Background: an optimization exercise with open tools, aiming at small area, a short achievable clock period and few clock cycles. Do not read the settings as production practice. At most, simulation tests tie the RTL to the original design; equivalence was not proved. Power figures rest on the tool's default switching activity, not on a simulated workload.

## run a
// upb
module upb (
    input  wire        clk,
    input  wire        rst,           
    input  wire        cmd_valid,
    output wire        cmd_ready,
    input  wire [39:0] cmd,
    output wire [31:0] res,
    output wire [3:0]  flt,
    output wire [1:0]  st,
    output wire        tx_valid,
    output wire [7:0]  tx_data,
    input  wire        rx_valid,
    output wire        rx_ready,
    input  wire [7:0]  rx_data,
    output wire [23:0] mem_addr,
    input  wire [7:0]  mem_rdata
);
    localparam [7:0] OP_NOP     = 8'h00, OP_RESET   = 8'h01, OP_RDR     = 8'h02,
                     OP_RXFLUSH = 8'h03, OP_TXRAW   = 8'h04, OP_RXGET   = 8'h05,
                     OP_LSEED   = 8'h10, OP_LSTEP   = 8'h11, OP_LTX     = 8'h12,
                     OP_LCHK    = 8'h13, OP_SCLR    = 8'h20, OP_SADD    = 8'h21,
                     OP_SIMG    = 8'h22, OP_SMARK   = 8'h23, OP_STEST   = 8'h24,
                     OP_LRCCLR  = 8'h28, OP_LRCXOR  = 8'h29, OP_ENCWORD = 8'h30,
                     OP_ENCMEM  = 8'h31, OP_FSYNC   = 8'h40, OP_FBYTE   = 8'h41,
                     OP_FFIELD  = 8'h42, OP_PCLR    = 8'h50, OP_PPTR    = 8'h51,
                     OP_PLEN    = 8'h52, OP_PDEL    = 8'h53, OP_SSTART  = 8'h58;
    localparam [1:0] ST_IDLE = 2'd0, ST_RUN = 2'd1, ST_SUCCESS = 2'd2, ST_ABORTED = 2'd3;
    localparam [2:0] PH_NONE = 3'd0, PH_SSYNC = 3'd1, PH_CSYNC = 3'd2, PH_HDR = 3'd3,
                     PH_PAY = 3'd4, PH_ACK = 3'd5, PH_NEXT = 3'd6;
    localparam [2:0] R_NONE = 3'd0, R_MISSSYNC = 3'd1, R_COGMIS = 3'd2, R_CKSUM = 3'd3;
    reg         rs_q;                 
    reg         rc_q;                 
    reg         rdy;                  
    reg         pre;                  
    reg         db;                   
    reg         pb;                   
  ...
Settings: LEC_CHECK=0, ABC_CLOCK_PERIOD_IN_PS=3000, CAP_MARGIN=20, CORE_MARGIN=2, CORE_UTILIZATION=45, CTS_CLUSTER_DIAMETER=90, CTS_CLUSTER_SIZE=24, SLEW_MARGIN=20; clock period 12.0 ns.
standard.sh (not shown) runs the stock make flow with config.mk's settings and CLKGATE_MAP_FILE= SYNTH_SCRIPT=/design/flow/synth_recipe.tcl, a recipe that flattens the netlist after the stock synthesis.
==> flow/flow/run.sh <==
#!/bin/bash
set -euo pipefail
bash standard.sh SETUP_SLACK_MARGIN=8.5 finish > standard_make.log 2>&1
Testbench counts of run a, summed over its fixed seeds: cycles 72,184.
The inputs of run b differ from those of run a as listed below.
--- a/flow/design.v
+++ b/flow/design.v
@@ -221,34 +221,39 @@
             2'd0: rx_head = rxq[7:0];
             2'd1: rx_head = rxq[15:8];
             2'd2: rx_head = rxq[23:16];
             default: rx_head = rxq[31:24];
         endcase
     end
     wire rx_push = rx_valid && rxr;
     wire s_emit = seq_run && !sf && (sq == PH_SSYNC || sq == PH_CSYNC || sq == PH_HDR);
+    reg  [3:0] h_n;                   
     reg  [7:0] h_b;
     reg        h_ff;                  
     always @* begin
+        h_n  = 4'd0;
         h_b  = arg[7:0];
         h_ff = 1'b0;
-        if (is_ltx)   h_b = {7'h7F, lfsr[0]};
-        if (is_fsync) h_b = (ek[0] == 1'b0) ? 8'hFF : arg[7:0];
-        if (is_fbyte) h_ff = (arg[7:0] == 8'hFF);
+        if (is_txraw) h_n = 4'd1;
+        if (is_ltx)   begin h_n = 4'd1; h_b = {7'h7F, lfsr[0]}; end
+        if (is_fsync) begin h_n = 4'd2; h_b = (ek[0] == 1'b0) ? 8'hFF : arg[7:0]; end
+        if (is_fbyte) begin h_n = 4'd1; h_ff = (arg[7:0] == 8'hFF); end
         if (is_ffield) begin
+            h_n = 4'd4;
             case (ek[1:0])
                 2'd0: h_b = arg[31:24];
                 2'd1: h_b = arg[23:16];
                 2'd2: h_b = arg[15:8];
                 default: h_b = arg[7:0];
             endcase
             h_ff = (h_b == 8'hFF);
         end
         if (is_enc) begin
+            h_n = 4'd11;
             case (ek)
                 4'd0:  h_b = enc_d(arg[2:0]);
                 4'd1:  h_b = enc_d(arg[5:3]);
                 4'd2:  h_b = enc_d(arg[8:6]);
                 4'd3:  h_b = enc_d(arg[11:9]);
                 4'd4:  h_b = enc_d(arg[14:12]);
                 4'd5:  h_b = enc_d(arg[17:15]);
                 4'd6:  h_b = enc_d(arg[20:18]);
@@ -264,19 +269,17 @@
         case (ek)
             4'd0, 4'd1:       enc_need = 3'd1;
             4'd2, 4'd3, 4'd4: enc_need = 3'd2;
             4'd5, 4'd6, 4'd7: enc_need = 3'd3;
             default:          enc_need = 3'd4;
         endcase
     end
     wire h_avail = !is_encm || (xsub >= enc_need);
-    wire h_cmd   = is_txraw || is_ltx || is_fsync || is_fbyte || is_ffield || is_enc;    
-    wire h_end   = (is_fbyte && ek == 4'd1) || (is_ffield && ek == 4'd4);
-    wire h_emit  = go && h_cmd && !h_end && h_avail;
+    wire h_emit  = go && (h_n != 4'd0) && (ek != h_n) && h_avail;
     wire        pop    = (fo != 2'd0) && (pm || (sp && !stf));
     wire        f0ff   = (f0 == 8'hFF);
     wire        popff  = sp && pop && f0ff;
     wire [2:0]  m_now  = {1'b0, fo} + {2'd0, v2} + {2'd0, v1};
     wire        m_mode = pm || sp;
     wire        m_room = m_mode ? ((m_now < 3'd3) || ((m_now == 3'd3) && pop))
                                 : ((m_now < 3'd2) || ((m_now == 3'd2) && pop));
     wire        issue  = !rdz && !popff && m_room;
@@ -299,28 +302,27 @@
                 default:  begin s_b = hdr_b; s_f = (hdr_b == 8'hFF); end
             endcase
         end
     end
     wire s_acc = s_v && !stf;                  
     wire h_acc = h_emit && !stf;               
     wire e_acc = s_acc || h_acc;
     wire e_ff  = (s_acc && s_f) || (h_acc && h_ff);
-    wire h_last  = ((is_txraw || is_ltx || is_fbyte) && ek == 4'd0) || (is_fsync && ek == 4'd1) ||
-                   (is_ffield && ek == 4'd3) || (is_enc && ek == 4'd10);
-    wire h_done  = (h_acc && h_last && !h_ff) || (h_end && stf);
+    wire h_last  = (ek == h_n - 4'd1);
+    wire h_done  = (h_acc && h_last && !h_ff) || ((h_n != 4'd0) && stf && (ek == h_n));
     wire rdr_done = ra_ptr ? at_plo : (ra_len ? at_llo : 1'b1);
     wire [7:0] pvr = {pv[6:0], pv[7]};    
     reg done;
     always @* begin
         done = 1'b0;
         if (fq)
             done = 1'b1;
         else if (go) begin
-            if (h_cmd)
+            if (h_n != 4'd0)
                 done = h_done;
             else if (is_rdr)
                 done = rdr_done;
             else if (is_pptr)
                 done = (rp == c_p);
             else if (is_plen)
                 done = (rq == c_p);
             else if (is_simg)
Layout net count grows slightly when moving from run a to run b.
A capture point of the critical path of cq[12]$_DFF_P_ is what run b shows, while cmd_ready belongs to run a.
When the final numbers for run a and run b were put side by side, the total power after layout turned out to be smaller in run b.
Measured against each other, run a and run b differ in number of inserted diodes, the lower figure coming from run b.
| synthesized area | run b vs run a | ≈ equal |
Run a and run b ended up with nearly the same worst hold slack across all endpoints.
Run b ends up with a combinational cell fraction of total power that is 0.7 points lower than in run a.
Run b: power per cell area is 3.1% lower than what run a reported.
Against run a as the reference, run b delivers a lower first-iteration DRC count.
Run b ran to completion and came out clean on the timing, DRC and antenna checks.
Run b vs. run a: instance area after placement now larger, design area now larger, number of instances in the synthesized netlist down 0.98%, global-route wire length before repair went up by 0.59%.
For run b, only the layout was checked, not whether the RTL still works.

[separate check: timing with driven ports]
Ports are ideal in the flow. The routed layouts listed here were re-timed in OpenROAD.
Step 1 sets driving cells, clkbuf_16 on the clock port and buf_2 on the other inputs (assumed; they add their load-dependent delay and slew).
Step 2 adds t to the input delays and takes it off the output delays; t is the mean of the earliest and latest rising clock arrival at the registers after step 1. Input paths then give back, and output paths get back, about the clock's delay inside the block.
Slacks: ideal / step 1 / step 2; pairs: ideal / step 1.
run	t, ns	setup slack, ns	clock arrival spread, ns
run a	0.689	8.417 / 8.349 / 7.966	0.043 / 0.044
run b	0.675	8.149 / 8.149 / 8.056	0.033 / 0.033
After both steps every run listed still meets setup and hold. For run a, which loses most, drivers alone change the setup slack by -0.068 ns; drivers and shift together by -0.451 ns.
